Context: an optimization exercise on an open-source flow, tuned for small area. The choices shown serve that exercise and are no tape-out recipe.
In this exercise RTL edits were held to simulation tests only and were not proved equivalent to the original.
Power is estimated from default activity; no workload was simulated.

<file path="flow/run.sh">
#!/bin/bash
# synth_recipe.tcl (not shown) runs the flow's synth.tcl, then flattens the netlist and writes it again
# the make line also repeats each setting of config.mk as NAME=value (left out here)
make -C /OpenROAD-flow-scripts/flow DESIGN_CONFIG=/design/flow/config.mk WORK_HOME=/design/flow/orfs CLKGATE_MAP_FILE= SYNTH_SCRIPT=/design/flow/synth_recipe.tcl finish
</file>
<file path="flow/config.mk">
export PLATFORM = sky130hd
export DESIGN_NAME = sampler_hexdump
export DESIGN_NICKNAME = sampler_hexdump
export VERILOG_FILES = /design/flow/design.v
export SDC_FILE = /design/flow/constraint.sdc
export NUM_CORES = 4
export LEC_CHECK = 0
export CAP_MARGIN = 20
export CORE_MARGIN = 2
export CORE_UTILIZATION = 40
export PLACE_DENSITY = 0.6
export SLEW_MARGIN = 20
</file>
<file path="flow/constraint.sdc">
create_clock -name core_clock -period 10.0 [get_ports {clk}]
set_input_delay 2.0000 -clock core_clock [delete_from_list [all_inputs] [get_ports {clk}]]
set_output_delay 2.0000 -clock core_clock [all_outputs]
set_load 0.01 [all_outputs]
</file>
<file path="flow/design.v">
module vs_unit (
    input  wire        clk,
    input  wire        rst,
    input  wire        start,       
    output wire        idle,
    output reg         done,
    output reg         noread,
    output reg         range,
    output reg  [15:0] result,
    output reg         cc_req,
    output reg  [2:0]  cc_op,
    input  wire        cc_ack,
    input  wire [15:0] cc_rdata
);
    localparam [3:0] S_RSTDIS  = 4'd0,
                     S_IDLE    = 4'd1,
                     S_ENABLE  = 4'd2,
                     S_CONFIG  = 4'd3,
                     S_SETTLE  = 4'd4,
                     S_TRIG    = 4'd5,
                     S_POLL    = 4'd6,
                     S_READ    = 4'd7,
                     S_DISABLE = 4'd8,
                     S_DIV     = 4'd9;
    localparam [2:0] OP_EN_ANALOG  = 3'd1,
                     OP_CFG_REF    = 3'd2,
                     OP_TRIG       = 3'd3,
                     OP_POLL       = 3'd4,
                     OP_RD_RAW     = 3'd5,
                     OP_DIS_ANALOG = 3'd6;
    localparam [6:0]  NSAMP         = 7'd100;
    localparam [13:0] SETTLE_CYCLES = 14'd10000;    
    localparam [31:0] NUM           = 32'd112640000;
    reg [3:0]  state;
    reg [31:0] acc;
    reg [6:0]  samp;
    reg [13:0] settle;
    reg [31:0] dvd;      
    reg [31:0] rem;
    reg [31:0] quo;
    reg [5:0]  div_cnt;
    wire [32:0] rem_sh = {rem, dvd[31]};
    wire [32:0] diff   = rem_sh - {1'b0, acc};
    assign idle = (state == S_IDLE);
    always @(*) begin
        cc_req = 1'b1;
        cc_op  = 3'd0;
        case (state)
            S_RSTDIS:  cc_op = OP_DIS_ANALOG;
            S_ENABLE:  cc_op = OP_EN_ANALOG;
            S_CONFIG:  cc_op = OP_CFG_REF;
            S_TRIG:    cc_op = OP_TRIG;
            S_POLL:    cc_op = OP_POLL;
            S_READ:    cc_op = OP_RD_RAW;
            S_DISABLE: cc_op = OP_DIS_ANALOG;
            default:   cc_req = 1'b0;
        endcase
    end
    always @(posedge clk) begin
        if (rst) begin
            state  <= S_RSTDIS;
            done   <= 1'b0;
            noread <= 1'b0;
            range  <= 1'b0;
        end else begin
            case (state)
                S_RSTDIS:
                    if (cc_ack) state <= S_IDLE;
                S_IDLE:
                    if (start) begin
                        acc    <= 32'd0;
                        samp   <= 7'd0;
                        done   <= 1'b0;
                        noread <= 1'b0;
                        range  <= 1'b0;
                        state  <= S_ENABLE;
                    end
                S_ENABLE:
                    if (cc_ack) state <= S_CONFIG;
                S_CONFIG:
                    if (cc_ack) begin
                        settle <= SETTLE_CYCLES;
                        state  <= S_SETTLE;
                    end
                S_SETTLE:
                    if (settle != 14'd0) settle <= settle - 14'd1;
                    else                 state  <= S_TRIG;
                S_TRIG:
                    if (cc_ack) state <= S_POLL;
                S_POLL:
                    if (cc_ack) state <= cc_rdata[0] ? S_POLL : S_READ;
                S_READ:
                    if (cc_ack) begin
                        acc   <= acc + {16'd0, cc_rdata};
                        samp  <= samp + 7'd1;
                        state <= (samp == NSAMP - 7'd1) ? S_DISABLE : S_TRIG;
                    end
                S_DISABLE:
                    if (cc_ack) begin
                        dvd     <= NUM;
                        rem     <= 32'd0;
                        quo     <= 32'd0;
                        div_cnt <= 6'd0;
                        state   <= S_DIV;
                    end
                S_DIV:
                    if (acc == 32'd0) begin
                        result <= 16'd0;
                        noread <= 1'b1;
                        range  <= 1'b0;
                        done   <= 1'b1;
                        state  <= S_IDLE;
                    end else if (div_cnt == 6'd32) begin
                        result <= quo[15:0];
                        noread <= 1'b0;
                        range  <= (quo[31:16] != 16'd0);
                        done   <= 1'b1;
                        state  <= S_IDLE;
                    end else begin
                        dvd <= {dvd[30:0], 1'b0};
                        if (!diff[32]) begin
                            rem <= diff[31:0];
                            quo <= {quo[30:0], 1'b1};
                        end else begin
                            rem <= rem_sh[31:0];
                            quo <= {quo[30:0], 1'b0};
                        end
                        div_cnt <= div_cnt + 6'd1;
                    end
                default:
                    state <= S_RSTDIS;
            endcase
        end
    end
endmodule
module hr_unit (
    input  wire        clk,
    input  wire        rst,
    input  wire        start,       
    input  wire        cmd_src,
    input  wire [15:0] cmd_offset,
    input  wire [15:0] cmd_count,
    output wire        idle,
    output reg         done,
    output wire        bs_req,
    output wire        bs_src,
    output wire [15:0] bs_pos,
    input  wire        bs_ack,
    input  wire [7:0]  bs_data,
    output wire        sk_valid,
    output reg  [7:0]  sk_data,
    output wire        sk_eol,
    input  wire        sk_ready
);
    localparam [3:0] H_IDLE = 4'd0,
                     H_ADDR = 4'd1,
                     H_SLOT = 4'd2,
                     H_HEX  = 4'd3,
                     H_PAD  = 4'd4,
                     H_SEP  = 4'd5,
                     H_TAIL = 4'd6,
                     H_CR   = 4'd7,
                     H_LF   = 4'd8;
    reg [3:0]  state;
    reg [15:0] addr;
    reg [15:0] count;
    reg        src;
    reg [4:0]  col;
    reg [3:0]  idx;
    reg [7:0]  cur;
    reg [7:0]  tail [0:15];
    reg [4:0]  tlen;
    function [7:0] hexdigit(input [3:0] n);
        hexdigit = (n <= 4'd9) ? (8'h30 + {4'd0, n}) : (8'h37 + {4'd0, n});
    endfunction
    function [7:0] proj(input [7:0] b);
        proj = (b >= 8'h20 && b <= 8'h7e) ? b : 8'h2e;
    endfunction
    assign idle     = (state == H_IDLE);
    assign bs_req   = (state == H_SLOT) && (count != 16'd0);
    assign bs_src   = src;
    assign bs_pos   = addr;
    assign sk_valid = (state != H_IDLE) && (state != H_SLOT);
    assign sk_eol   = (state == H_LF);
    always @(*) begin
        case (state)
            H_ADDR:  sk_data = (idx == 4'd0) ? hexdigit(addr[15:12]) :
                               (idx == 4'd1) ? hexdigit(addr[11:8])  :
                               (idx == 4'd2) ? hexdigit(addr[7:4])   :
                               (idx == 4'd3) ? hexdigit(addr[3:0])   : 8'h20;
            H_HEX:   sk_data = (idx == 4'd0) ? hexdigit(cur[7:4]) :
                               (idx == 4'd1) ? hexdigit(cur[3:0]) : 8'h20;
            H_TAIL:  sk_data = tail[idx];
            H_CR:    sk_data = 8'h0d;
            H_LF:    sk_data = 8'h0a;
            default: sk_data = 8'h20;
        endcase
    end
    always @(posedge clk) begin
        if (rst) begin
            state <= H_IDLE;
            done  <= 1'b0;
        end else begin
            case (state)
                H_IDLE:
                    if (start) begin
                        src   <= cmd_src;
                        addr  <= cmd_offset;
                        count <= cmd_count;
                        idx   <= 4'd0;
                        if (cmd_count == 16'd0) begin
                            done <= 1'b1;
                        end else begin
                            done  <= 1'b0;
                            state <= H_ADDR;
                        end
                    end
                H_ADDR:
                    if (sk_ready) begin
                        if (idx < 4'd4) begin
                            idx <= idx + 4'd1;
                        end else begin
                            idx   <= 4'd0;
                            col   <= 5'd0;
                            tlen  <= 5'd0;
                            state <= H_SLOT;
                        end
                    end
                H_SLOT:
                    if (count != 16'd0) begin
                        if (bs_ack) begin
                            cur             <= bs_data;
                            count           <= count - 16'd1;
                            addr            <= addr + 16'd1;
                            tail[tlen[3:0]] <= proj(bs_data);
                            tlen            <= tlen + 5'd1;
                            idx             <= 4'd0;
                            state           <= H_HEX;
                        end
                    end else begin
                        idx   <= 4'd0;
                        state <= H_PAD;
                    end
                H_HEX, H_PAD:
                    if (sk_ready) begin
                        if (idx < 4'd2) begin
                            idx <= idx + 4'd1;
                        end else begin
                            idx   <= 4'd0;
                            col   <= col + 5'd1;
                            state <= (col == 5'd15) ? H_SEP : H_SLOT;
                        end
                    end
                H_SEP:
                    if (sk_ready) begin
                        idx   <= 4'd0;
                        state <= H_TAIL;
                    end
                H_TAIL:
                    if (sk_ready) begin
                        if ({1'b0, idx} + 5'd1 == tlen) state <= H_CR;
                        else                            idx   <= idx + 4'd1;
                    end
                H_CR:
                    if (sk_ready) state <= H_LF;
                H_LF:
                    if (sk_ready) begin
                        if (count != 16'd0) begin
                            idx   <= 4'd0;
                            state <= H_ADDR;
                        end else begin
                            done  <= 1'b1;
                            state <= H_IDLE;
                        end
                    end
                default:
                    state <= H_IDLE;
            endcase
        end
    end
endmodule
module sampler_hexdump (
    input  wire        clk,
    input  wire        rst,
    input  wire        cmd_valid,
    input  wire [39:0] cmd_word,
    output wire        cmd_ready,
    output wire [7:0]  status,
    output wire [15:0] result,
    output wire        cc_req,
    output wire [2:0]  cc_op,
    input  wire        cc_ack,
    input  wire [15:0] cc_rdata,
    output wire        bs_req,
    output wire        bs_src,
    output wire [15:0] bs_pos,
    input  wire        bs_ack,
    input  wire [7:0]  bs_data,
    output wire        sk_valid,
    output wire [7:0]  sk_data,
    output wire        sk_eol,
    input  wire        sk_ready
);
    wire is_measure = (cmd_word == 40'h01_0000_0000);
    wire is_render  = (cmd_word[39:33] == 7'b0001000);
    wire vs_idle, hr_idle;
    wire vs_cc_req, hr_bs_req, hr_sk_valid;
    wire vs_done, vs_noread, vs_range, hr_done;
    reg  cmd_err;
    assign cmd_ready = !rst && (is_measure ? vs_idle :
                                is_render  ? hr_idle : 1'b1);
    wire accept = cmd_valid && cmd_ready;
    always @(posedge clk) begin
        if (rst)
            cmd_err <= 1'b0;
        else if (accept && !is_measure && !is_render)
            cmd_err <= 1'b1;
    end
    vs_unit u_vs (
        .clk      (clk),
        .rst      (rst),
        .start    (accept && is_measure),
        .idle     (vs_idle),
        .done     (vs_done),
        .noread   (vs_noread),
        .range    (vs_range),
        .result   (result),
        .cc_req   (vs_cc_req),
        .cc_op    (cc_op),
        .cc_ack   (cc_ack),
        .cc_rdata (cc_rdata)
    );
    hr_unit u_hr (
        .clk        (clk),
        .rst        (rst),
        .start      (accept && is_render),
        .cmd_src    (cmd_word[32]),
        .cmd_offset (cmd_word[31:16]),
        .cmd_count  (cmd_word[15:0]),
        .idle       (hr_idle),
        .done       (hr_done),
        .bs_req     (hr_bs_req),
        .bs_src     (bs_src),
        .bs_pos     (bs_pos),
        .bs_ack     (bs_ack),
        .bs_data    (bs_data),
        .sk_valid   (hr_sk_valid),
        .sk_data    (sk_data),
        .sk_eol     (sk_eol),
        .sk_ready   (sk_ready)
    );
    assign cc_req   = vs_cc_req   && !rst;
    assign bs_req   = hr_bs_req   && !rst;
    assign sk_valid = hr_sk_valid && !rst;
    assign status = {1'b0, cmd_err, hr_done, !hr_idle,
                     vs_range, vs_noread, vs_done, !vs_idle};
endmodule
</file>
==> qor.csv <==
metric,value,unit
H-Tree Depth,2,
Post-synth EDFFs,340,
Synth Cell Area,0.01946,mm2
status,"complete, no violations",
number of antenna violations at the first check in global routing,0,
critical path class,input port to output pin,
Max clock buf depth,3,
Buffers on Ports,125,
synth warn,3,
Die X,224.6,um
Wirelength per Cell,18.02,um
hold_ws,0.4684,ns
fin. max-slew vios,0,
CP arrival,4.34,ns
Worst-Margin Slew,0.9542,ns
post-synthesis async set-or-reset flop share,0,
Finished Cell Area,0.02299,mm2
CP startpoint kind,input port,
final period utilization,0.6341,
hold buffers post-CTS,0,
worst vdd ir,0.1369,mV
Via density,5.442,
Die H,224.6,um
Clock Power Share,0.434,
sequential element share of the synthesized area,0.5421,
CP Capture Type,output pin,
DR pass1 iterations,6,
worst hold path class,flip-flop to flip-flop,
Synth cell types,78,
# rows,80,
"Reg clk slew, reported paths",0.06,ns
vias post-DR,13600,
clk sink count,357,
met2 WL post-DR,20260,um
Syn Area/Cell,11.30,um2
RSZ-0062 raised after global routing,no,
largest net degree at the start of global routing,68,
Routed met1 length,21410,um
CTS tree,built,
met3 wire length,2488,um
Lkg Pwr,8.129,nW
power density over the cells,168.1,mW/mm2
Detail Route Antenna Nets,0,
gr usage total,0.1790,
crit-path max FO,4,
"commonest cells after routing, fill and taps aside","340 x edfxtp_1, 189 x nor2_1, 125 x nand2_1, 125 x clkdlybuf4s50_1, 85 x o21ai_0",
dpl ws,3.577,ns
final wirelength,45030,um
Tmin final,6.341,ns
GRT Residual Overflow,0,
clk_skew,0.04840,ns
"commonest non-fill, non-tap cell in the layout",edfxtp_1,
core area,0.04785,mm2
Setup Buffers After CTS,0,
Worst-Skew Late Latency,0.60,ns
Cells after Synth,1722,
1st-iter DRT viols,999,
filler instances,4289,
power share of the combinational group,0.128,
dominant synthesized flop cell,edfxtp_1,
CTS Buf Count,42,
total power,3.865,mW
Seq pwr share,0.438,
max cap viols,0,
Final Wtd Congestion,0.8868,
root buffer cell,clkbuf_16,
Residual DRC,0,
Setup TNS,0,ns
"Setup violations, final",0,
Placed Area,0.02142,mm2
Nets,2000,
io pins,127,
Ant. Diodes,0,
final setup margin,3.659,ns
PostCTS Resize Cnt,0,
Yosys reg bits,357,
die footprint,0.05044,mm2
"Req. time, crit path",8.00,ns
f_max,157.7,MHz
top sig layer,met4,
internal power,2.893,mW
DP HPWL,31530,um
Layout Area Growth over Synthesis,18.14,%
switch share,0.2515,
NetSw,971.9,uW
Final Hold Fails,0,
via count of the first global-routing pass,13120,
share of layout cells above drive strength 1,0.08174,
first-pass GRT wire length,71880,um
Rel. slew slack,0.3580,
Initial Util,0.4068,
[worst max-delay path, cell delays in order]
cell,delay (ns)
clkdlybuf4s50_1,0.42
nor4_1,0.47
nand4_1,0.28
nor3_1,0.43
a211oi_1,0.22
clkdlybuf4s50_1,0.52
[through the flow]
| step | utilization | cells |
|---|---|---|
| after floorplan | - | 1738 |
| after global placement | 0.4477 | 2420 |
| after detailed placement | 0.4477 | 2420 |
| after CTS | 0.4799 | 2498 |
| after global routing | 0.4805 | 2499 |
| final | 0.4805 | 2499 |
[kinds of logic (layout without fill, tap and decap cells)]
group / after synthesis / in the layout / synth area share
and+or+nand+nor: 640 / 640 / 0.1640
DFF: 357 / 357 / 0.5421
AOI/OAI and AO/OA: 314 / 314 / 0.1011
buffers and inverters: 158 / 304 / 0.03221
xor gates and xnor gates: 99 / 99 / 0.04455
adders and majority gates: 80 / 80 / 0.05220
muxes: 73 / 73 / 0.06371
other: 1 / 17 / 0.0001927
[cell type report]
class,instances,area [um2],share of cell area
Sequential cell,357,10550,0.4589
Tap cell,615,769.5,0.03347
Timing Repair Buffer,146,1429,0.06215
Inverter,80,300.3,0.01306
Multi-Input combinational cell,1223,8403,0.3655
Clock buffer,50,1111,0.04832
Clock inverter,28,427.9,0.01861
[path summary, 6_finish.rpt]
path	from	endpoint	slack, ns	cells after the start
worst min-delay path	cmd_err	cmd_err	0.47	2
worst max register to register	u_vs.acc[6]	u_vs.rem[21]	6.26	12
worst max-delay path	cmd_word[3]	cmd_ready	3.66	6
worst min register to register	cmd_err	cmd_err	0.47	2
[routing by layer]
layer  global-route usage  up-vias
met5                    0        -
met4              0.05127        0
met3              0.03122       57
met2               0.2795      348
met1               0.2568     6582
li1                     -     6612
[state kept, by name (all words and copies together), names as in the netlist, 5 cells and up, named ones only]
name,cells
u_hr.addr,16
u_hr.col,5
u_hr.count,16
u_hr.cur,8
u_hr.tail,128
u_hr.tlen,5
u_vs.acc,32
u_vs.div_cnt,6
u_vs.dvd,18
u_vs.quo,32
u_vs.rem,32
u_vs.result,16
u_vs.samp,7
u_vs.settle,14
[power by group through the flow]
stage,registers [mW],clock network [mW],logic (mW)
2_1_floorplan,1.69,0,0.339
3_3_place_gp,1.72,0,0.491
3_5_place_dp,1.72,0,0.496
4_1_cts,1.69,1.72,0.498
5_1_grt,1.70,1.78,0.538
6_report,1.69,1.68,0.495
[Yosys cell counts (all sizes together), types with 8 or more instances]
master,count,share of area
a211oi,17,0.0066
a21o,24,0.0093
a21oi,75,0.019
a311oi,8,0.0036
a31oi,12,0.0039
and2,56,0.018
and3,11,0.0035
buf,20,0.0056
clkbuf,58,0.011
dfxtp,17,0.017
edfxtp,340,0.52
ha,78,0.050
inv,80,0.015
mux2i,26,0.013
mux4,40,0.046
nand2,127,0.025
nand2b,38,0.012
nand3,49,0.013
nand4,16,0.0051
nor2,189,0.036
nor2b,29,0.0093
nor3,44,0.012
nor4,34,0.012
o21a,9,0.0035
o21ai,98,0.025
o22ai,8,0.0026
or3,12,0.0041
xnor2,70,0.032
xor2,29,0.013

-- separate check: timing with driven ports --
In the flow no input, the clock included, has a driving cell. The finished layout below was timed again as built, in two steps. Step 1 sets driving cells, clkbuf_16 on the clock port and buf_2 on the other inputs (assumed; they add their load-dependent delay and slew). Step 2, shift: input delay + t, output delay - t, t = (earliest + latest rising clock arrival at the registers) / 2. This alone moves slack from input paths to output paths. a / b / c = ideal ports / drivers / drivers and shift; a / b = the first two.
shift t [ns]: 0.632
setup WS [ns]: 3.659 / 3.635 / 3.635
worst setup path after step 2: input to output
worst register clock-pin slew, ns: 0.07 / 0.07
worst data-port slew with drivers (ns): 0.07
After both steps this run still meets setup and hold. The setup slack of this run moves by -0.024 ns with the drivers and by -0.024 ns with both steps.
